Context: an optimization exercise on an open-source flow, tuned for small area, a short achievable clock period and few clock cycles per item. The choices shown serve that exercise and are no tape-out recipe.
RTL that was checked went through simulation tests only; none was proved equivalent to the original.
The RTL of run 1 was laid out without a check of its function.

==> flow/design.v <==
module ct_meas (
    input  wire        clk,
    input  wire        rst,         
    input  wire        start,       
    input  wire        mode,        
    input  wire [1:0]  chan,        
    input  wire [15:0] raw,         
    output wire        ready,
    output reg         done,
    output reg         accept,
    output reg  [1:0]  chan_next,
    output wire [34:0] ohms,
    output wire [15:0] vmv,
    output wire [27:0] digits,      
    output wire        alert
);
    localparam [1:0] S_IDLE = 2'd0,
                     S_INIT = 2'd1,
                     S_DIV  = 2'd2,
                     S_CORR = 2'd3;
    localparam [26:0] VDIV = 27'd48904255;     
    reg [1:0]  state;
    reg [15:0] s;
    reg [1:0]  ch;
    reg        md;
    reg        slo, shi;       
    reg        nodiv;          
    reg [26:0] rem;            
    reg [5:0]  cnt;            
    reg        xb;             
    reg        qd;             
    reg [34:0] q;
    reg [27:0] bcd;
    reg        vneg;           
    reg        rmode;          
    wire neg  = s[15];
    wire last = (cnt == 6'd1);
    wire vpos = md && !neg;    
    assign ohms   = q;
    assign vmv    = q[15:0] ^ {16{vneg}};
    assign digits = bcd;
    assign alert  = rmode && (q[34:7] == 28'd0) && (q[6:0] <= 7'd80);
    assign ready = (state == S_IDLE) || (state == S_CORR) ||
                   (state == S_INIT && nodiv) ||
                   (state == S_DIV && last && vpos);
    wire take = start && ready;
    wire signed [15:0] sraw = raw;
    wire in_lo  = (sraw <= 16'sd8000);
    wire in_hi  = (sraw >= 16'sd24000);
    wire in_pos = !raw[15] && (raw != 16'd0);
    wire in_acc = (!in_lo && !in_hi) || (chan == 2'd3 && in_lo) ||
                  (chan == 2'd0 && in_hi);
    wire in_nodiv = !mode && (!in_acc || !in_pos);
    wire       acc_i = md || (!slo && !shi) || (ch == 2'd3 && slo) ||
                       (ch == 2'd0 && shi);
    wire [1:0] cn_i  = (md || acc_i) ? ch : slo ? ch + 2'd1 : ch - 2'd1;
    reg [3:0] blen;
    integer j;
    always @(*) begin
        blen = 4'd0;
        for (j = 0; j < 15; j = j + 1)
            if (s[j]) blen = j[3:0] + 4'd1;
    end
    reg [15:0] r_init;
    reg [5:0]  k_init;
    always @(*) begin
        case ({ch, blen})
            {2'd0, 4'd13}: begin r_init = 16'd3944; k_init = 6'd14; end
            {2'd0, 4'd14}: begin r_init = 16'd7888; k_init = 6'd13; end
            {2'd0, 4'd15}: begin r_init = 16'd15776; k_init = 6'd12; end
            {2'd1, 4'd13}: begin r_init = 16'd2437; k_init = 6'd18; end
            {2'd1, 4'd14}: begin r_init = 16'd4875; k_init = 6'd17; end
            {2'd1, 4'd15}: begin r_init = 16'd9750; k_init = 6'd16; end
            {2'd2, 4'd13}: begin r_init = 16'd3125; k_init = 6'd21; end
            {2'd2, 4'd14}: begin r_init = 16'd6250; k_init = 6'd20; end
            {2'd2, 4'd15}: begin r_init = 16'd12500; k_init = 6'd19; end
            {2'd3, 4'd1}: begin r_init = 16'd0; k_init = 6'd36; end
            {2'd3, 4'd2}: begin r_init = 16'd1; k_init = 6'd35; end
            {2'd3, 4'd3}: begin r_init = 16'd2; k_init = 6'd34; end
            {2'd3, 4'd4}: begin r_init = 16'd5; k_init = 6'd33; end
            {2'd3, 4'd5}: begin r_init = 16'd10; k_init = 6'd32; end
            {2'd3, 4'd6}: begin r_init = 16'd20; k_init = 6'd31; end
            {2'd3, 4'd7}: begin r_init = 16'd40; k_init = 6'd30; end
            {2'd3, 4'd8}: begin r_init = 16'd81; k_init = 6'd29; end
            {2'd3, 4'd9}: begin r_init = 16'd163; k_init = 6'd28; end
            {2'd3, 4'd10}: begin r_init = 16'd326; k_init = 6'd27; end
            {2'd3, 4'd11}: begin r_init = 16'd652; k_init = 6'd26; end
            {2'd3, 4'd12}: begin r_init = 16'd1304; k_init = 6'd25; end
            {2'd3, 4'd13}: begin r_init = 16'd2609; k_init = 6'd24; end
            {2'd3, 4'd14}: begin r_init = 16'd5218; k_init = 6'd23; end
            {2'd3, 4'd15}: begin r_init = 16'd10437; k_init = 6'd22; end
            default: begin r_init = 16'bx; k_init = 6'bx; end
        endcase
    end
    wire [26:0] rem_init = md ? {1'b0, {s, 10'd746} ^ {26{neg}}} : {11'd0, r_init};
    wire [5:0]  cnt_init = md ? (neg ? 6'd16 : 6'd15) : k_init;
    wire [5:0]  cnt_nx   = (state == S_INIT) ? cnt_init : cnt - 6'd1;
    reg [19:0] kc;
    always @(*) begin
        case (ch)
            2'd0:    kc = 20'd986;
            2'd1:    kc = 20'd9750;
            2'd2:    kc = 20'd100000;
            default: kc = 20'd668000;
        endcase
    end
    wire [3:0]  vidx  = cnt_nx[3:0] - (neg ? 4'd2 : 4'd1);
    wire [14:0] vtail = neg ? 15'd25600 : 15'd8192;
    wire [5:0]  kidx  = cnt_nx - 6'd17;
    wire        xb_nx = md ? (vidx != 4'd15 && vtail[vidx])
                           : (cnt_nx >= 6'd17 && kc[kidx[4:0]]);
    reg [27:0] kb6;
    always @(*) begin
        case ({md, ch})
            3'd0:    kb6 = 28'hFFFF67A;    
            3'd1:    kb6 = 28'hFFF68B6;    
            3'd2:    kb6 = 28'hFF66666;    
            3'd3:    kb6 = 28'hF998666;    
            default: kb6 = 28'h6666666;
        endcase
    end
    wire        corr  = (state == S_CORR);
    wire        sgn   = rem[26];
    wire [26:0] t     = {rem[25:0], xb};
    wire [26:0] dvs   = md ? VDIV : {11'd0, s};
    wire [26:0] ad_a  = corr ? bcd[26:0] : t;
    wire [26:0] ad_b  = corr ? kb6[26:0] : (dvs ^ {27{!sgn}});
    wire        ad_c  = corr ? (md || qd) : !sgn;
    wire [27:0] ad_s  = {1'b0, ad_a} + {1'b0, ad_b} + {27'd0, ad_c};
    wire [26:0] rem_n = ad_s[26:0];
    wire        qb    = !ad_s[26];
    reg [27:0] bcd_adj;
    reg [3:0]  dd;
    integer i;
    always @(*) begin
        for (i = 0; i < 7; i = i + 1) begin
            dd = bcd[4*i +: 4];
            bcd_adj[4*i+3] = dd[3] | (dd[2] & dd[1]) | (dd[2] & dd[0]);
            bcd_adj[4*i+2] = (dd[3] & dd[0]) | (dd[2] & !dd[1] & !dd[0]);
            bcd_adj[4*i+1] = (dd[3] & !dd[0]) | (!dd[2] & dd[1]) | (dd[1] & dd[0]);
            bcd_adj[4*i+0] = (dd[3] & !dd[0]) | (!dd[3] & !dd[2] & dd[0]) |
                             (dd[2] & dd[1] & !dd[0]);
        end
    end
    wire [19:0] kneg  = md ? 20'd0 : (20'd0 - kc);
    wire [20:0] lo_s  = {1'b0, q[19:0]} + {1'b0, kneg} + {20'd0, !md && qd};
    wire [14:0] hi_s  = q[34:20] - {14'd0, !md && !lo_s[20]};
    wire [34:0] q_cor = {hi_s, lo_s[19:0]};
    wire [27:0] xs    = {bcd[27] ^ kb6[27] ^ ad_s[27], ad_s[26:0]};
    wire [6:0]  dcy;
    genvar g;
    generate
        for (g = 0; g < 6; g = g + 1) begin : dcarry
            assign dcy[g] = xs[4*g+4] ^ bcd[4*g+4] ^ kb6[4*g+4];
        end
    endgenerate
    assign dcy[6] = (bcd[27] & kb6[27]) | (ad_s[27] & (bcd[27] ^ kb6[27]));
    reg [27:0] bcd_cor;
    always @(*) begin
        for (i = 0; i < 7; i = i + 1)
            bcd_cor[4*i +: 4] = dcy[i] ? xs[4*i +: 4] : xs[4*i +: 4] - 4'd6;
    end
    always @(posedge clk) begin
        if (take) begin
            s     <= raw;
            ch    <= chan;
            md    <= mode;
            slo   <= in_lo;
            shi   <= in_hi;
            nodiv <= in_nodiv;
        end
        rem <= (state == S_INIT) ? rem_init : rem_n;
        cnt <= cnt_nx;
        xb  <= xb_nx;
        qd  <= (state != S_INIT) && qb;
        if (state == S_INIT) begin
            accept    <= acc_i;
            chan_next <= cn_i;
            vneg      <= md && neg;
            rmode     <= !md;
        end
        if (state == S_INIT) begin
            q   <= 35'd0;
            bcd <= 28'd0;
        end else if (state == S_CORR) begin
            q   <= q_cor;
            bcd <= bcd_cor;
        end else begin
            q   <= {q[33:0], vpos ? qb : qd};
            bcd <= {bcd_adj[26:0], vpos ? qb : qd};
        end
        if (rst) begin
            state <= S_IDLE;
            done  <= 1'b0;
        end else begin
            done <= 1'b0;
            case (state)
                S_IDLE: if (take) state <= S_INIT;
                S_INIT: begin
                    if (nodiv) begin
                        done  <= 1'b1;
                        state <= take ? S_INIT : S_IDLE;
                    end else
                        state <= S_DIV;
                end
                S_DIV: begin
                    if (last) begin
                        if (vpos) begin
                            done  <= 1'b1;
                            state <= take ? S_INIT : S_IDLE;
                        end else
                            state <= S_CORR;
                    end
                end
                default: begin       
                    done  <= 1'b1;
                    state <= take ? S_INIT : S_IDLE;
                end
            endcase
        end
    end
endmodule
==> flow/run.sh <==
#!/bin/bash
# synth_recipe.tcl (not shown) runs the flow's synth.tcl, then flattens the netlist and writes it again
# the make line also repeats each setting of config.mk as NAME=value (left out here)
make -C /OpenROAD-flow-scripts/flow DESIGN_CONFIG=/design/flow/config.mk WORK_HOME=/design/flow/orfs CLKGATE_MAP_FILE= SYNTH_SCRIPT=/design/flow/synth_recipe.tcl finish
==> flow/config.mk <==
export PLATFORM = sky130hd
export DESIGN_NAME = ct_meas
export DESIGN_NICKNAME = ct_meas
export VERILOG_FILES = /design/flow/design.v
export SDC_FILE = /design/flow/constraint.sdc
export NUM_CORES = 4
export LEC_CHECK = 0
export CAP_MARGIN = 20
export CORE_MARGIN = 2
export CORE_UTILIZATION = 40
export SLEW_MARGIN = 20
==> flow/constraint.sdc <==
create_clock -name core_clock -period 10.0 [get_ports {clk}]
set_input_delay 2.0000 -clock core_clock [delete_from_list [all_inputs] [get_ports {clk}]]
set_output_delay 2.0000 -clock core_clock [all_outputs]
set_load 0.01 [all_outputs]
==> flow_results.xml, run 1 <==
<?xml version="1.0" encoding="UTF-8"?>
<metrics>
  <group name="floorplanning">
    <metric name="row_count" unit="">58</metric>
    <metric name="die_h" unit="um">164.4</metric>
    <metric name="die_w" unit="um">164.4</metric>
    <metric name="initial_utilization" unit="">0.4085</metric>
    <metric name="io_pins" unit="">107</metric>
    <metric name="design.die.area" unit="sq um">27020</metric>
    <metric name="placeableCoreArea" unit="sq um">25180</metric>
  </group>
  <group name="place">
    <metric name="place.port_buffers" unit="">106</metric>
    <metric name="place.detailed.instances" unit="">1629</metric>
    <metric name="gpl.final_weighted_congestion" unit="">0.9398</metric>
    <metric name="detailed_place_hpwl" unit="um">22520</metric>
  </group>
  <group name="timing">
    <metric name="final_max_slew_viol_count" unit="">0</metric>
    <metric name="fin_skew" unit="ns">0.01077</metric>
    <metric name="tns" unit="ns">0</metric>
    <metric name="final_min_period_over_clock_period" unit="">0.6139</metric>
    <metric name="grt_setup_unrepaired" unit="">false</metric>
    <metric name="post-route-min-period" unit="ns">6.139</metric>
    <metric name="max_slew.worst_pin.slew" unit="ns">0.9388</metric>
    <metric name="max_freq" unit="MHz">162.9</metric>
    <metric name="timing.final.setup_violations" unit="">0</metric>
    <metric name="maxSlewHeadroom" unit="">0.3735</metric>
    <metric name="finalHoldViolCount" unit="">0</metric>
  </group>
  <group name="cells_and_area">
    <metric name="instances_no_fill" unit="">1661</metric>
    <metric name="finalNetCount" unit="">1428</metric>
    <metric name="mostFrequentLayoutCells" unit="">sky130_fd_sc_hd__nor2_1 (124), sky130_fd_sc_hd__clkdlybuf4s50_1 (106), sky130_fd_sc_hd__a21oi_1 (105)</metric>
    <metric name="nFillCells" unit="">2464</metric>
    <metric name="final_core_util" unit="">0.4827</metric>
    <metric name="syn2layout_area_growth" unit="%">18.15</metric>
    <metric name="post_route_cells_drive_above_1_share" unit="">0.06762</metric>
    <metric name="number_of_diodes_added_for_antenna_fixing" unit="">0</metric>
    <metric name="layout.cells.most_common" unit="">sky130_fd_sc_hd__nor2_1</metric>
  </group>
  <group name="synth">
    <metric name="synth_top_cell_by_area" unit="">sky130_fd_sc_hd__dfxtp_1</metric>
    <metric name="ys_warn_count" unit="">1</metric>
    <metric name="mean_post_synth_cell_area" unit="sq um">8.204</metric>
    <metric name="synthesis.nets" unit="">1364</metric>
    <metric name="yosys-top-cells-area" unit="">sky130_fd_sc_hd__dfxtp_1 (20%), sky130_fd_sc_hd__ha_1 (10%), sky130_fd_sc_hd__edfxtp_1 (7.9%)</metric>
    <metric name="ys_seq_area_frac" unit="">0.2754</metric>
    <metric name="dominantRegCellSynth" unit="">sky130_fd_sc_hd__dfxtp_1</metric>
    <metric name="synth_enable_flop_cells" unit="">27</metric>
    <metric name="yosysTopAreaCellShare" unit="">0.1965</metric>
    <metric name="synth-async-reset-ratio" unit="">0</metric>
    <metric name="yosys_register_bits" unit="">128</metric>
    <metric name="syn-cell-area" unit="sq um">10290</metric>
    <metric name="gate_count_post_synth" unit="">1254</metric>
    <metric name="synth.distinct_cells" unit="">82</metric>
  </group>
  <group name="critical_path">
    <metric name="cell_chain_critical_path" unit="">inv_1 &gt; ha_1 &gt; nor2_1 &gt; xnor2_1 &gt; nor2_1 &gt; ha_1 &gt; a21o_1 &gt; or3_1 &gt; o211ai_1 &gt; nand2_1 &gt; nor4_1 &gt; o41ai_1 &gt; a21o_1 &gt; a211oi_1 &gt; ha_1 &gt; nor4b_1 &gt; nand2b_1 &gt; nor4_1 &gt; mux2_2 &gt; nand2_1 &gt; a21oi_1</metric>
    <metric name="rrSetupSlack" unit="ns">3.86</metric>
    <metric name="worst_setup_path_start_kind" unit="">register</metric>
    <metric name="criticalPathCategory" unit="">register to register</metric>
    <metric name="rr_endpoint" unit="">q[29]</metric>
    <metric name="path_common_cell" unit="">sky130_fd_sc_hd__ha_1</metric>
    <metric name="worst-endpoint-arrival" unit="ns">6.44</metric>
    <metric name="critical_path_peak_fanout" unit="">29</metric>
    <metric name="r2r.worst_path.cells" unit="">21</metric>
    <metric name="cp_slowest_cell" unit="">sky130_fd_sc_hd__edfxtp_1</metric>
    <metric name="critical_path_required" unit="ns">10.30</metric>
    <metric name="worstSetupEndpointType" unit="">register</metric>
    <metric name="cpPeakStageDelay" unit="ns">0.91</metric>
    <metric name="r2r_start" unit="">ch[1]</metric>
  </group>
  <group name="clock_network">
    <metric name="worstSkewPairLatency" unit="ns">0.43</metric>
    <metric name="post_cts_buffers" unit="">0</metric>
    <metric name="h-tree-depth" unit="">4</metric>
    <metric name="tritoncts.num_buffers" unit="">17</metric>
    <metric name="clock_sinks" unit="">128</metric>
    <metric name="tritoncts" unit="">done</metric>
    <metric name="cts_root_buf" unit="">sky130_fd_sc_hd__clkbuf_16</metric>
    <metric name="hold_buffers" unit="">0</metric>
    <metric name="post_cts_resize_count" unit="">0</metric>
    <metric name="clock_path_buffers" unit="">2</metric>
    <metric name="path_clk_slew" unit="ns">0.07</metric>
  </group>
  <group name="drt">
    <metric name="ant_nets" unit="">0</metric>
    <metric name="route.detailed.drc" unit="">0</metric>
    <metric name="wl_per_cell" unit="um">18.53</metric>
    <metric name="vias" unit="">9622</metric>
    <metric name="met2_length" unit="um">13530</metric>
    <metric name="wl_met3" unit="um">1987</metric>
    <metric name="drt-vias-per-instance" unit="">5.793</metric>
    <metric name="drt-initial-drc-count" unit="">844</metric>
    <metric name="detailed_routing_wirelength_on_met1" unit="um">14550</metric>
    <metric name="route.top_layer_used" unit="">met4</metric>
    <metric name="drtPass1Iterations" unit="">5</metric>
    <metric name="wire_length_after_detailed_routing" unit="um">30790</metric>
  </group>
  <group name="global_routing">
    <metric name="grt_pass1_wl" unit="um">48020</metric>
    <metric name="antenna_found_initial" unit="">0</metric>
    <metric name="grt_start_max_net_pins" unit="">73</metric>
    <metric name="total_routing_resource_utilization_after_global_routing" unit="">0.2267</metric>
    <metric name="grt_pass1_vias" unit="">8914</metric>
    <metric name="leftover_overflow_at_the_end_of_global_routing" unit="">0</metric>
  </group>
  <group name="min_path">
    <metric name="worst_hold_path.endpoint" unit="">q[21]</metric>
    <metric name="holdCritStartpoint" unit="">q[20]</metric>
    <metric name="holdPathStages" unit="">2</metric>
    <metric name="worst_hold_path_type" unit="">register to register</metric>
  </group>
  <group name="status">
    <metric name="status" unit="">complete, no violations</metric>
  </group>
  <group name="flow_run">
    <metric name="total_of_max_cap_violations" unit="">0</metric>
  </group>
</metrics>
==> per-layer routing <==
metal,track usage,up-vias
met2,0.3465,312
met5,0,-
li1,-,4690
met4,0.07628,0
met1,0.3196,4572
met3,0.04445,48
==> state kept, by name, summed over array words and instances, names as in the netlist, 2 cells and up, named ones only <==
name	cells
s	16
ch	2
rem	27
bcd	21
chan_next	2
state	2
q	35
cnt	6
==> cell type report <==
class / count / area (sq um) / area share
Inverter: 68 / 257.7 / 0.02121
Tap cell: 330 / 412.9 / 0.03397
Timing Repair Buffer: 114 / 1121 / 0.09224
Clock inverter: 12 / 118.9 / 0.009780
Multi-Input combinational cell: 989 / 6943 / 0.5712
Clock buffer: 20 / 467.9 / 0.03850
Sequential cell: 128 / 2833 / 0.2331
==> worst max-delay path: cells and delay by family, from the launching register on <==
kind / cells / cell delay (ns)
AND/OR/NAND/NOR: 9 / 2.08
AO/OA/AOI/OAI: 6 / 1.25
flip-flops: 1 / 0.91
adder cells (fa/ha/maj): 3 / 0.89
multiplexers: 1 / 0.36
buffers and inverters: 1 / 0.34
XOR/XNOR: 1 / 0.16
==> through the flow <==
stage / setup WS (ns) / hold WS (ns) / area (sq um)
4_1_cts: 3.964 / 0.5067 / 12150
6_report: 3.861 / 0.5017 / 12150
2_1_floorplan: 5.121 / 0.4598 / 10290
3_5_place_dp: 3.988 / 0.4953 / 11570
3_3_place_gp: 4.210 / 0.4880 / 11570
5_1_grt: 3.214 / 0.5345 / 12150
==> worst max path at each step <==
stage / slack (ns) / start / end
floorplan: 5.12 / ch[0] / q[29]
global placement: 4.21 / ch[1] / q[29]
detailed placement: 3.99 / ch[1] / q[29]
CTS: 3.96 / ch[1] / q[29]
global route: 3.21 / ch[1] / q[29]
finish: 3.86 / ch[1] / q[29]
==> cell families after synthesis <==
kind of cell	synth area share
compound gates	0.2538
simple gates	0.1603
buf+inv	0.05218
flops	0.2754
xor+xnor	0.09669
fa+ha+maj	0.1107
mux	0.05060
other cells	0.0003645
==> cells in the mapped netlist (30+ instances only) <==
cell type / number
sky130_fd_sc_hd__inv_1: 65
sky130_fd_sc_hd__dfxtp_1: 101
sky130_fd_sc_hd__mux2_2: 30
sky130_fd_sc_hd__nand2_1: 70
sky130_fd_sc_hd__ha_1: 83
sky130_fd_sc_hd__a21oi_1: 105
sky130_fd_sc_hd__xor2_1: 33
sky130_fd_sc_hd__a211oi_1: 36
sky130_fd_sc_hd__nor2_1: 124
sky130_fd_sc_hd__clkbuf_1: 52
sky130_fd_sc_hd__o21ai_0: 96
sky130_fd_sc_hd__xnor2_1: 78
==> inputs of run 2 (changes only) <==
--- a/flow/design.v
+++ b/flow/design.v
@@ -54,47 +54,29 @@
     wire       acc_i = md || (!slo && !shi) || (ch == 2'd3 && slo) ||
                        (ch == 2'd0 && shi);
     wire [1:0] cn_i  = (md || acc_i) ? ch : slo ? ch + 2'd1 : ch - 2'd1;
-    reg [3:0] blen;
-    integer j;
-    always @(*) begin
-        blen = 4'd0;
-        for (j = 0; j < 15; j = j + 1)
-            if (s[j]) blen = j[3:0] + 4'd1;
-    end
+    wire [1:0] lsel = s[14] ? 2'd3 : (s[13] || ch != 2'd3) ? 2'd2 : s[12] ? 2'd1 : 2'd0;
     reg [15:0] r_init;
     reg [5:0]  k_init;
-    always @(*) begin
-        case ({ch, blen})
-            {2'd0, 4'd13}: begin r_init = 16'd3944; k_init = 6'd14; end
-            {2'd0, 4'd14}: begin r_init = 16'd7888; k_init = 6'd13; end
-            {2'd0, 4'd15}: begin r_init = 16'd15776; k_init = 6'd12; end
-            {2'd1, 4'd13}: begin r_init = 16'd2437; k_init = 6'd18; end
-            {2'd1, 4'd14}: begin r_init = 16'd4875; k_init = 6'd17; end
-            {2'd1, 4'd15}: begin r_init = 16'd9750; k_init = 6'd16; end
-            {2'd2, 4'd13}: begin r_init = 16'd3125; k_init = 6'd21; end
-            {2'd2, 4'd14}: begin r_init = 16'd6250; k_init = 6'd20; end
-            {2'd2, 4'd15}: begin r_init = 16'd12500; k_init = 6'd19; end
-            {2'd3, 4'd1}: begin r_init = 16'd0; k_init = 6'd36; end
-            {2'd3, 4'd2}: begin r_init = 16'd1; k_init = 6'd35; end
-            {2'd3, 4'd3}: begin r_init = 16'd2; k_init = 6'd34; end
-            {2'd3, 4'd4}: begin r_init = 16'd5; k_init = 6'd33; end
-            {2'd3, 4'd5}: begin r_init = 16'd10; k_init = 6'd32; end
-            {2'd3, 4'd6}: begin r_init = 16'd20; k_init = 6'd31; end
-            {2'd3, 4'd7}: begin r_init = 16'd40; k_init = 6'd30; end
-            {2'd3, 4'd8}: begin r_init = 16'd81; k_init = 6'd29; end
-            {2'd3, 4'd9}: begin r_init = 16'd163; k_init = 6'd28; end
-            {2'd3, 4'd10}: begin r_init = 16'd326; k_init = 6'd27; end
-            {2'd3, 4'd11}: begin r_init = 16'd652; k_init = 6'd26; end
-            {2'd3, 4'd12}: begin r_init = 16'd1304; k_init = 6'd25; end
-            {2'd3, 4'd13}: begin r_init = 16'd2609; k_init = 6'd24; end
-            {2'd3, 4'd14}: begin r_init = 16'd5218; k_init = 6'd23; end
-            {2'd3, 4'd15}: begin r_init = 16'd10437; k_init = 6'd22; end
-            default: begin r_init = 16'bx; k_init = 6'bx; end
+    reg        x_init;
+    always @(*) begin
+        case ({ch, lsel})
+            {2'd0, 2'd3}: begin r_init = 16'd15776; k_init = 6'd12; x_init = 1'b0; end
+            {2'd0, 2'd2}: begin r_init = 16'd7888; k_init = 6'd13; x_init = 1'b0; end
+            {2'd1, 2'd3}: begin r_init = 16'd9750; k_init = 6'd16; x_init = 1'b0; end
+            {2'd1, 2'd2}: begin r_init = 16'd4875; k_init = 6'd17; x_init = 1'b0; end
+            {2'd2, 2'd3}: begin r_init = 16'd12500; k_init = 6'd19; x_init = 1'b0; end
+            {2'd2, 2'd2}: begin r_init = 16'd6250; k_init = 6'd20; x_init = 1'b0; end
+            {2'd3, 2'd3}: begin r_init = 16'd10437; k_init = 6'd22; x_init = 1'b1; end
+            {2'd3, 2'd2}: begin r_init = 16'd5218; k_init = 6'd23; x_init = 1'b1; end
+            {2'd3, 2'd1}: begin r_init = 16'd2609; k_init = 6'd24; x_init = 1'b0; end
+            {2'd3, 2'd0}: begin r_init = 16'd0; k_init = 6'd36; x_init = 1'b1; end
+            default: begin r_init = 16'bx; k_init = 6'bx; x_init = 1'bx; end
         endcase
     end
     wire [26:0] rem_init = md ? {1'b0, {s, 10'd746} ^ {26{neg}}} : {11'd0, r_init};
     wire [5:0]  cnt_init = md ? (neg ? 6'd16 : 6'd15) : k_init;
     wire [5:0]  cnt_nx   = (state == S_INIT) ? cnt_init : cnt - 6'd1;
+    wire        xb_init  = md ? neg : x_init;
     reg [19:0] kc;
     always @(*) begin
         case (ch)
@@ -104,11 +86,12 @@
             default: kc = 20'd668000;
         endcase
     end
-    wire [3:0]  vidx  = cnt_nx[3:0] - (neg ? 4'd2 : 4'd1);
+    wire [3:0]  vidx  = cnt[3:0] - (neg ? 4'd3 : 4'd2);
     wire [14:0] vtail = neg ? 15'd25600 : 15'd8192;
-    wire [5:0]  kidx  = cnt_nx - 6'd17;
-    wire        xb_nx = md ? (vidx != 4'd15 && vtail[vidx])
-                           : (cnt_nx >= 6'd17 && kc[kidx[4:0]]);
+    wire [5:0]  kidx  = cnt - 6'd18;
+    wire        xb_nx = (state == S_INIT) ? xb_init :
+                        md ? (cnt >= (neg ? 6'd3 : 6'd2) && vtail[vidx])
+                           : (cnt >= 6'd18 && kc[kidx[4:0]]);
     reg [27:0] kb6;
     always @(*) begin
         case ({md, ch})
==> flow_results.xml, run 2 <==
<?xml version="1.0" encoding="UTF-8"?>
<metrics>
  <group name="cells_and_area">
    <metric name="largest_reg_flops" unit="">35</metric>
    <metric name="stdcell_area" unit="sq um">11850</metric>
    <metric name="layout_top_registers" unit="">q x35, rem x27, bcd x21</metric>
    <metric name="syn2layout_area_growth" unit="%">18.89</metric>
    <metric name="max_flop_register" unit="">q</metric>
    <metric name="number_of_diodes_added_for_antenna_fixing" unit="">0</metric>
    <metric name="layout.cells.most_common" unit="">sky130_fd_sc_hd__nor2_1</metric>
    <metric name="mostFrequentLayoutCells" unit="">sky130_fd_sc_hd__nor2_1 (119), sky130_fd_sc_hd__clkdlybuf4s50_1 (106), sky130_fd_sc_hd__dfxtp_1 (101)</metric>
    <metric name="finalNetCount" unit="">1386</metric>
    <metric name="post_route_cells_drive_above_1_share" unit="">0.06915</metric>
  </group>
  <group name="global_routing">
    <metric name="leftover_overflow_at_the_end_of_global_routing" unit="">0</metric>
    <metric name="grt_pass1_vias" unit="">8480</metric>
    <metric name="total_routing_resource_utilization_after_global_routing" unit="">0.2150</metric>
    <metric name="grt_start_max_net_pins" unit="">68</metric>
    <metric name="grt_pass1_wl" unit="um">45230</metric>
    <metric name="antenna_found_initial" unit="">0</metric>
  </group>
  <group name="timing">
    <metric name="maxSlewHeadroom" unit="">0.3196</metric>
    <metric name="fin_skew" unit="ns">0.01077</metric>
    <metric name="final_max_slew_viol_count" unit="">0</metric>
    <metric name="whs" unit="ns">0.5224</metric>
    <metric name="max_slew.worst_pin.slew" unit="ns">1.019</metric>
    <metric name="finalHoldViolCount" unit="">0</metric>
    <metric name="tns" unit="ns">0</metric>
    <metric name="max_freq" unit="MHz">157.0</metric>
    <metric name="grt_setup_unrepaired" unit="">false</metric>
    <metric name="timing.final.setup_violations" unit="">0</metric>
    <metric name="final_min_period_over_clock_period" unit="">0.6368</metric>
    <metric name="post-route-min-period" unit="ns">6.368</metric>
  </group>
  <group name="floorplanning">
    <metric name="initial_utilization" unit="">0.4086</metric>
    <metric name="design.die.area" unit="sq um">26200</metric>
    <metric name="io_pins" unit="">107</metric>
    <metric name="placeableCoreArea" unit="sq um">24390</metric>
    <metric name="row_count" unit="">57</metric>
    <metric name="die_w" unit="um">161.9</metric>
    <metric name="die_h" unit="um">161.9</metric>
  </group>
  <group name="synth">
    <metric name="yosys_register_bits" unit="">128</metric>
    <metric name="ys_warn_count" unit="">1</metric>
    <metric name="synth_enable_flop_cells" unit="">27</metric>
    <metric name="dominantRegCellSynth" unit="">sky130_fd_sc_hd__dfxtp_1</metric>
    <metric name="synthesis.nets" unit="">1321</metric>
    <metric name="mean_post_synth_cell_area" unit="sq um">8.244</metric>
    <metric name="post-synth-top-count-cell" unit="">sky130_fd_sc_hd__nor2_1</metric>
    <metric name="post_synth_most_frequent_cells" unit="">sky130_fd_sc_hd__nor2_1 (119), sky130_fd_sc_hd__dfxtp_1 (101), sky130_fd_sc_hd__a21oi_1 (98)</metric>
    <metric name="synth-async-reset-ratio" unit="">0</metric>
    <metric name="yosysTopAreaCellShare" unit="">0.2029</metric>
    <metric name="ys_seq_area_frac" unit="">0.2842</metric>
    <metric name="syn-cell-area" unit="sq um">9967</metric>
    <metric name="synth_top_cell_by_area" unit="">sky130_fd_sc_hd__dfxtp_1</metric>
    <metric name="gate_count_post_synth" unit="">1209</metric>
    <metric name="yosys-top-cells-area" unit="">sky130_fd_sc_hd__dfxtp_1 (20%), sky130_fd_sc_hd__ha_1 (11%), sky130_fd_sc_hd__edfxtp_1 (8.1%)</metric>
    <metric name="synth.distinct_cells" unit="">73</metric>
  </group>
  <group name="place">
    <metric name="gpl.final_weighted_congestion" unit="">0.9047</metric>
    <metric name="detailed_place_hpwl" unit="um">20820</metric>
    <metric name="placedInstanceArea" unit="sq um">11260</metric>
    <metric name="place.port_buffers" unit="">106</metric>
  </group>
  <group name="min_path">
    <metric name="worst_hold_path_type" unit="">register to register</metric>
    <metric name="holdPathStages" unit="">2</metric>
    <metric name="holdCritStartpoint" unit="">q[21]</metric>
  </group>
  <group name="critical_path">
    <metric name="r2r.worst_path.cells" unit="">21</metric>
    <metric name="criticalPathCategory" unit="">register to register</metric>
    <metric name="rr_endpoint" unit="">q[34]</metric>
    <metric name="critical_path_required" unit="ns">10.29</metric>
    <metric name="rrSetupSlack" unit="ns">3.63</metric>
    <metric name="worstSetupEndpointType" unit="">register</metric>
    <metric name="crit_end" unit="">q[34]</metric>
    <metric name="worst-endpoint-arrival" unit="ns">6.66</metric>
    <metric name="critical_path_peak_fanout" unit="">23</metric>
    <metric name="setup.worst_path.start" unit="">ch[1]</metric>
    <metric name="worst_setup_path_start_kind" unit="">register</metric>
    <metric name="r2r_start" unit="">ch[1]</metric>
  </group>
  <group name="drt">
    <metric name="route.detailed.drc" unit="">0</metric>
    <metric name="vias" unit="">9138</metric>
    <metric name="ant_nets" unit="">0</metric>
    <metric name="drt-initial-drc-count" unit="">700</metric>
    <metric name="drtPass1Iterations" unit="">5</metric>
    <metric name="wire_length_after_detailed_routing" unit="um">28420</metric>
    <metric name="drt-vias-per-instance" unit="">5.672</metric>
    <metric name="wl_per_cell" unit="um">17.64</metric>
  </group>
  <group name="clock_network">
    <metric name="path_clk_slew" unit="ns">0.06</metric>
    <metric name="tritoncts.num_buffers" unit="">17</metric>
    <metric name="h-tree-depth" unit="">4</metric>
    <metric name="worstSkewPairLatency" unit="ns">0.43</metric>
    <metric name="tritoncts" unit="">done</metric>
    <metric name="post_cts_buffers" unit="">0</metric>
    <metric name="cts_root_buf" unit="">sky130_fd_sc_hd__clkbuf_16</metric>
    <metric name="post_cts_resize_count" unit="">0</metric>
    <metric name="clock_sinks" unit="">128</metric>
    <metric name="clock_path_buffers" unit="">2</metric>
    <metric name="hold_buffers" unit="">0</metric>
  </group>
  <group name="status">
    <metric name="status" unit="">complete, no violations</metric>
  </group>
  <group name="flow_run">
    <metric name="total_of_max_cap_violations" unit="">0</metric>
  </group>
</metrics>
==> run 2: cell count changes in the layout (fill, tap and decap cells not counted), sizes merged, moves of 7 or more <==
| cell | change |
|---|---|
| a21oi | -8 |
| inv | -11 |
| nand2 | +20 |
| nand3 | +9 |
| nand4 | +8 |
| o21ai | -14 |
| o21bai | -7 |
==> run 2: stage by stage <==
stage / worst slack [ns] / utilization / cells
floorplan: 4.835 / - / 1209
global placement: 3.944 / 0.4615 / 1579
detailed placement: 3.717 / 0.4615 / 1579
CTS: 3.652 / 0.4858 / 1611
global route: 3.040 / 0.4858 / 1611
finish: 3.632 / 0.4858 / 1611
==> run 2: worst min path at each step <==
stage | endpoint | slack (ns)
finish | q[22] | 0.52
global route | q[22] | 0.56
CTS | q[22] | 0.52
detailed placement | q[22] | 0.52
global placement | q[21] | 0.51
floorplan | state[0] | 0.52
==> run 2: kinds of logic after synthesis <==
| logic type | share of synthesized area |
|---|---|
| XOR/XNOR | 0.09478 |
| AO/OA/AOI/OAI | 0.2449 |
| AND/OR/NAND/NOR | 0.1604 |
| flip-flops | 0.2842 |
| adder cells (fa/ha/maj) | 0.1160 |
| buffers and inverters | 0.04632 |
| multiplexers | 0.05335 |
==> run 2: layer usage <==
| metal | part of all wire | global-route usage |
|---|---|---|
| met3 | 0.054 | 0.03473 |
| met5 | 0 | 0 |
| met2 | 0.45 | 0.3412 |
| met4 | 0.020 | 0.06315 |
| met1 | 0.48 | 0.3012 |
==> run 2: layout make-up <==
type	count	area [sq um]
fillers	2446	12540
multi-input cells	958	6698
flip-flops and latches	128	2833
repair buffers	112	1106
clock buffers	18	439.2
well taps	324	405.4
inverters	57	214.0
clock inverters	14	155.1
==> run 2: worst max-delay path: stages (launching register included) <==
cell	delay [ns]
sky130_fd_sc_hd__edfxtp_1	0.79
sky130_fd_sc_hd__inv_1	0.43
sky130_fd_sc_hd__ha_1	0.44
sky130_fd_sc_hd__nor2_1	0.42
sky130_fd_sc_hd__nor2_1	0.19
sky130_fd_sc_hd__nand2_1	0.15
sky130_fd_sc_hd__fa_1	0.22
sky130_fd_sc_hd__nor2b_1	0.06
sky130_fd_sc_hd__o21ai_0	0.21
sky130_fd_sc_hd__a21oi_1	0.14
sky130_fd_sc_hd__o211ai_1	0.26
sky130_fd_sc_hd__a21oi_1	0.14
sky130_fd_sc_hd__o41ai_2	0.42
sky130_fd_sc_hd__o211ai_1	0.23
sky130_fd_sc_hd__o211a_1	0.24
sky130_fd_sc_hd__a2111oi_0	0.60
sky130_fd_sc_hd__ha_1	0.30
sky130_fd_sc_hd__nand3_1	0.14
sky130_fd_sc_hd__nor4b_1	0.36
sky130_fd_sc_hd__mux2_2	0.37
sky130_fd_sc_hd__nand2_1	0.06
sky130_fd_sc_hd__a21oi_1	0.07
Testbench counts of run 2, summed over its fixed seeds: cycles 32,440, items 2,048.
==> inputs of run 3 (changes only) <==
--- a/flow/config.mk
+++ b/flow/config.mk
@@ -8,4 +8,5 @@
 export CAP_MARGIN = 20
 export CORE_MARGIN = 2
 export CORE_UTILIZATION = 40
+export SETUP_SLACK_MARGIN = 5
 export SLEW_MARGIN = 20
==> flow_results.xml, run 3 <==
<?xml version="1.0" encoding="UTF-8"?>
<metrics>
  <group name="critical_path">
    <metric name="rrSetupSlack" unit="ns">5.22</metric>
    <metric name="critical_path_required" unit="ns">10.37</metric>
    <metric name="worst-endpoint-arrival" unit="ns">5.16</metric>
    <metric name="critical_path_peak_fanout" unit="">40</metric>
    <metric name="path_buf_inv" unit="">3</metric>
    <metric name="worstSetupEndpointType" unit="">register</metric>
    <metric name="critical-path-top-delay-family" unit="">compound AO/OA/AOI/OAI gates</metric>
    <metric name="criticalPathCategory" unit="">register to register</metric>
    <metric name="worst_setup_path_start_kind" unit="">register</metric>
    <metric name="cell_chain_critical_path" unit="">ha_4 &gt; inv_1 &gt; buf_4 &gt; o31a_1 &gt; fa_1 &gt; fa_1 &gt; a21o_1 &gt; a221oi_4 &gt; o41a_4 &gt; a22o_4 &gt; o21a_1 &gt; nor3_2 &gt; o22ai_1 &gt; xnor2_2 &gt; ha_1 &gt; inv_1 &gt; a311oi_1 &gt; o31a_1</metric>
    <metric name="cpPeakStageDelay" unit="ns">0.46</metric>
    <metric name="cp_slowest_cell" unit="">sky130_fd_sc_hd__dfxtp_1</metric>
  </group>
  <group name="cells_and_area">
    <metric name="layout.cells.most_common" unit="">sky130_fd_sc_hd__nor2_1</metric>
    <metric name="post_route_cells_drive_above_1_share" unit="">0.1089</metric>
    <metric name="final_core_util" unit="">0.5018</metric>
    <metric name="syn2layout_area_growth" unit="%">22.80</metric>
    <metric name="finalNetCount" unit="">1412</metric>
    <metric name="instances_no_fill" unit="">1637</metric>
    <metric name="stdcell_area" unit="sq um">12240</metric>
    <metric name="max_flop_register" unit="">q</metric>
    <metric name="nFillCells" unit="">2389</metric>
    <metric name="largest_reg_flops" unit="">35</metric>
    <metric name="layout_top_registers" unit="">q x35, rem x27, bcd x21</metric>
    <metric name="mostFrequentLayoutCells" unit="">sky130_fd_sc_hd__nor2_1 (115), sky130_fd_sc_hd__clkdlybuf4s50_1 (106), sky130_fd_sc_hd__dfxtp_1 (101)</metric>
    <metric name="number_of_diodes_added_for_antenna_fixing" unit="">0</metric>
  </group>
  <group name="timing">
    <metric name="tns" unit="ns">0</metric>
    <metric name="final_max_slew_viol_count" unit="">0</metric>
    <metric name="finalWorstSetupSlack" unit="ns">5.218</metric>
    <metric name="max_freq" unit="MHz">209.1</metric>
    <metric name="final_min_period_over_clock_period" unit="">0.4782</metric>
    <metric name="finalHoldViolCount" unit="">0</metric>
    <metric name="timing.final.setup_violations" unit="">0</metric>
    <metric name="post-route-min-period" unit="ns">4.782</metric>
    <metric name="grt_setup_unrepaired" unit="">true</metric>
    <metric name="whs" unit="ns">0.5284</metric>
    <metric name="max_slew.worst_pin.slew" unit="ns">0.9884</metric>
    <metric name="maxSlewHeadroom" unit="">0.3404</metric>
    <metric name="fin_skew" unit="ns">0.01273</metric>
  </group>
  <group name="synth">
    <metric name="gate_count_post_synth" unit="">1209</metric>
    <metric name="syn-cell-area" unit="sq um">9967</metric>
    <metric name="post-synth-top-count-cell" unit="">sky130_fd_sc_hd__nor2_1</metric>
    <metric name="synth-async-reset-ratio" unit="">0</metric>
    <metric name="mean_post_synth_cell_area" unit="sq um">8.244</metric>
    <metric name="post_synth_most_frequent_cells" unit="">sky130_fd_sc_hd__nor2_1 (119), sky130_fd_sc_hd__dfxtp_1 (101), sky130_fd_sc_hd__a21oi_1 (98)</metric>
    <metric name="synth.distinct_cells" unit="">73</metric>
    <metric name="synth_top_cell_by_area" unit="">sky130_fd_sc_hd__dfxtp_1</metric>
    <metric name="ys_warn_count" unit="">1</metric>
    <metric name="yosys_register_bits" unit="">128</metric>
    <metric name="yosys-top-cells-area" unit="">sky130_fd_sc_hd__dfxtp_1 (20%), sky130_fd_sc_hd__ha_1 (11%), sky130_fd_sc_hd__edfxtp_1 (8.1%)</metric>
    <metric name="dominantRegCellSynth" unit="">sky130_fd_sc_hd__dfxtp_1</metric>
    <metric name="synth_enable_flop_cells" unit="">27</metric>
    <metric name="yosysTopAreaCellShare" unit="">0.2029</metric>
    <metric name="ys_seq_area_frac" unit="">0.2842</metric>
    <metric name="synthesis.nets" unit="">1321</metric>
  </group>
  <group name="global_routing">
    <metric name="antenna_found_initial" unit="">0</metric>
    <metric name="grt_pass1_vias" unit="">8728</metric>
    <metric name="total_routing_resource_utilization_after_global_routing" unit="">0.2244</metric>
    <metric name="grt_pass1_wl" unit="um">47250</metric>
    <metric name="grt_start_max_net_pins" unit="">66</metric>
    <metric name="leftover_overflow_at_the_end_of_global_routing" unit="">0</metric>
  </group>
  <group name="clock_network">
    <metric name="tritoncts" unit="">done</metric>
    <metric name="tritoncts.num_buffers" unit="">17</metric>
    <metric name="clock_sinks" unit="">128</metric>
    <metric name="worstSkewPairLatency" unit="ns">0.44</metric>
    <metric name="h-tree-depth" unit="">4</metric>
    <metric name="path_clk_slew" unit="ns">0.07</metric>
    <metric name="clock_path_buffers" unit="">2</metric>
    <metric name="cts_root_buf" unit="">sky130_fd_sc_hd__clkbuf_16</metric>
  </group>
  <group name="place">
    <metric name="place.port_buffers" unit="">106</metric>
    <metric name="placedInstanceArea" unit="sq um">11250</metric>
    <metric name="pre_cts_slack" unit="ns">3.957</metric>
    <metric name="gpl.final_weighted_congestion" unit="">0.9178</metric>
    <metric name="detailed_place_hpwl" unit="um">20690</metric>
    <metric name="place.detailed.instances" unit="">1578</metric>
  </group>
  <group name="drt">
    <metric name="vias" unit="">9392</metric>
    <metric name="drtPass1Iterations" unit="">8</metric>
    <metric name="ant_nets" unit="">0</metric>
    <metric name="drt-initial-drc-count" unit="">812</metric>
    <metric name="drt-vias-per-instance" unit="">5.737</metric>
    <metric name="wire_length_after_detailed_routing" unit="um">29710</metric>
    <metric name="wl_per_cell" unit="um">18.15</metric>
    <metric name="route.detailed.drc" unit="">0</metric>
  </group>
  <group name="floorplanning">
    <metric name="design.die.area" unit="sq um">26200</metric>
    <metric name="io_pins" unit="">107</metric>
    <metric name="die_h" unit="um">161.9</metric>
    <metric name="die_w" unit="um">161.9</metric>
    <metric name="placeableCoreArea" unit="sq um">24390</metric>
    <metric name="row_count" unit="">57</metric>
    <metric name="initial_utilization" unit="">0.4086</metric>
  </group>
  <group name="min_path">
    <metric name="worst_hold_path_type" unit="">register to register</metric>
  </group>
  <group name="status">
    <metric name="status" unit="">complete, no violations</metric>
  </group>
  <group name="flow_run">
    <metric name="total_of_max_cap_violations" unit="">0</metric>
  </group>
</metrics>
[run 3: cell families (layout without fill, tap and decap cells)]
kind of cell               Yosys count  in the layout  synth area share
adders and majority gates           90             90            0.1160
AOI/OAI and AO/OA                  368            368            0.2449
muxes                               49             49           0.05335
and+or+nand+nor                    344            344            0.1604
buffers and inverters              123            227           0.04632
xor gates and xnor gates           107            107           0.09478
DFF                                128            128            0.2842
[run 3: worst paths after layout]
path             end      from  depth (start not counted)
max          bcd[26]  state[0]                         18
min            q[22]     q[21]                          2
max reg2reg  bcd[26]  state[0]                         18
min reg2reg    q[22]     q[21]                          2
[run 3: area by class of cell]
class	count	area (sq um)	share of cell area
multi-input cells	958	6868	0.5611
repair buffers	138	1340	0.1095
inverters	57	225.2	0.01840
clock buffers	18	450.4	0.03680
flip-flops and latches	128	2833	0.2314
clock inverters	14	117.6	0.009610
well taps	324	405.4	0.03312
[run 3: per-layer routing]
| layer | global-route usage | wire (um) | vias to the layer above |
|---|---|---|---|
| met3 | 0.03958 | 1946 | 49 |
| met4 | 0.06436 | 679 | 0 |
| li1 | - | - | 4586 |
| met5 | 0 | 0 | - |
| met2 | 0.3480 | 13210 | 327 |
| met1 | 0.3200 | 13880 | 4430 |
[run 3: timing repair]
action	CTS	global route
setup buffers	14	13
pin swaps	3	11
gates resized for setup	15	27
cloned	0	0
hold buffers	0	0
setup endpoints to repair	28	23
[run 3: worst reg2reg max path, cell delays in order, from the launching register on]
cell	delay [ns]
sky130_fd_sc_hd__dfxtp_1	0.46
sky130_fd_sc_hd__ha_4	0.32
sky130_fd_sc_hd__inv_1	0.07
sky130_fd_sc_hd__buf_4	0.29
sky130_fd_sc_hd__o31a_1	0.38
sky130_fd_sc_hd__fa_1	0.41
sky130_fd_sc_hd__fa_1	0.42
sky130_fd_sc_hd__a21o_1	0.23
sky130_fd_sc_hd__a221oi_4	0.41
sky130_fd_sc_hd__o41a_4	0.26
sky130_fd_sc_hd__a22o_4	0.17
sky130_fd_sc_hd__o21a_1	0.14
sky130_fd_sc_hd__nor3_2	0.06
sky130_fd_sc_hd__o22ai_1	0.22
sky130_fd_sc_hd__xnor2_2	0.14
sky130_fd_sc_hd__ha_1	0.29
sky130_fd_sc_hd__inv_1	0.03
sky130_fd_sc_hd__a311oi_1	0.24
sky130_fd_sc_hd__o31a_1	0.17

-- port drivers added, routing unchanged --
No port has a modelled driver above. Below, the same layouts with a new extraction and two added sets of constraints.
Step 1 assumes that a clkbuf_16 drives the clock port and a buf_2 every other input.
Step 2, shift: input delay + t, output delay - t, t = (earliest + latest rising clock arrival at the registers) / 2. This alone moves slack from input paths to output paths.
a / b / c = ideal / step 1 / step 2; a / b = the first two.
run	shift t [ns]	setup slack, ns	worst slew at a driven data input, ns
run 1	0.477	3.861 / 3.861 / 3.861	0.04
run 2	0.472	3.632 / 3.632 / 3.632	0.04
run 3	0.480	5.218 / 5.209 / 5.218	0.04
After both steps setup and hold are still met in every run listed.
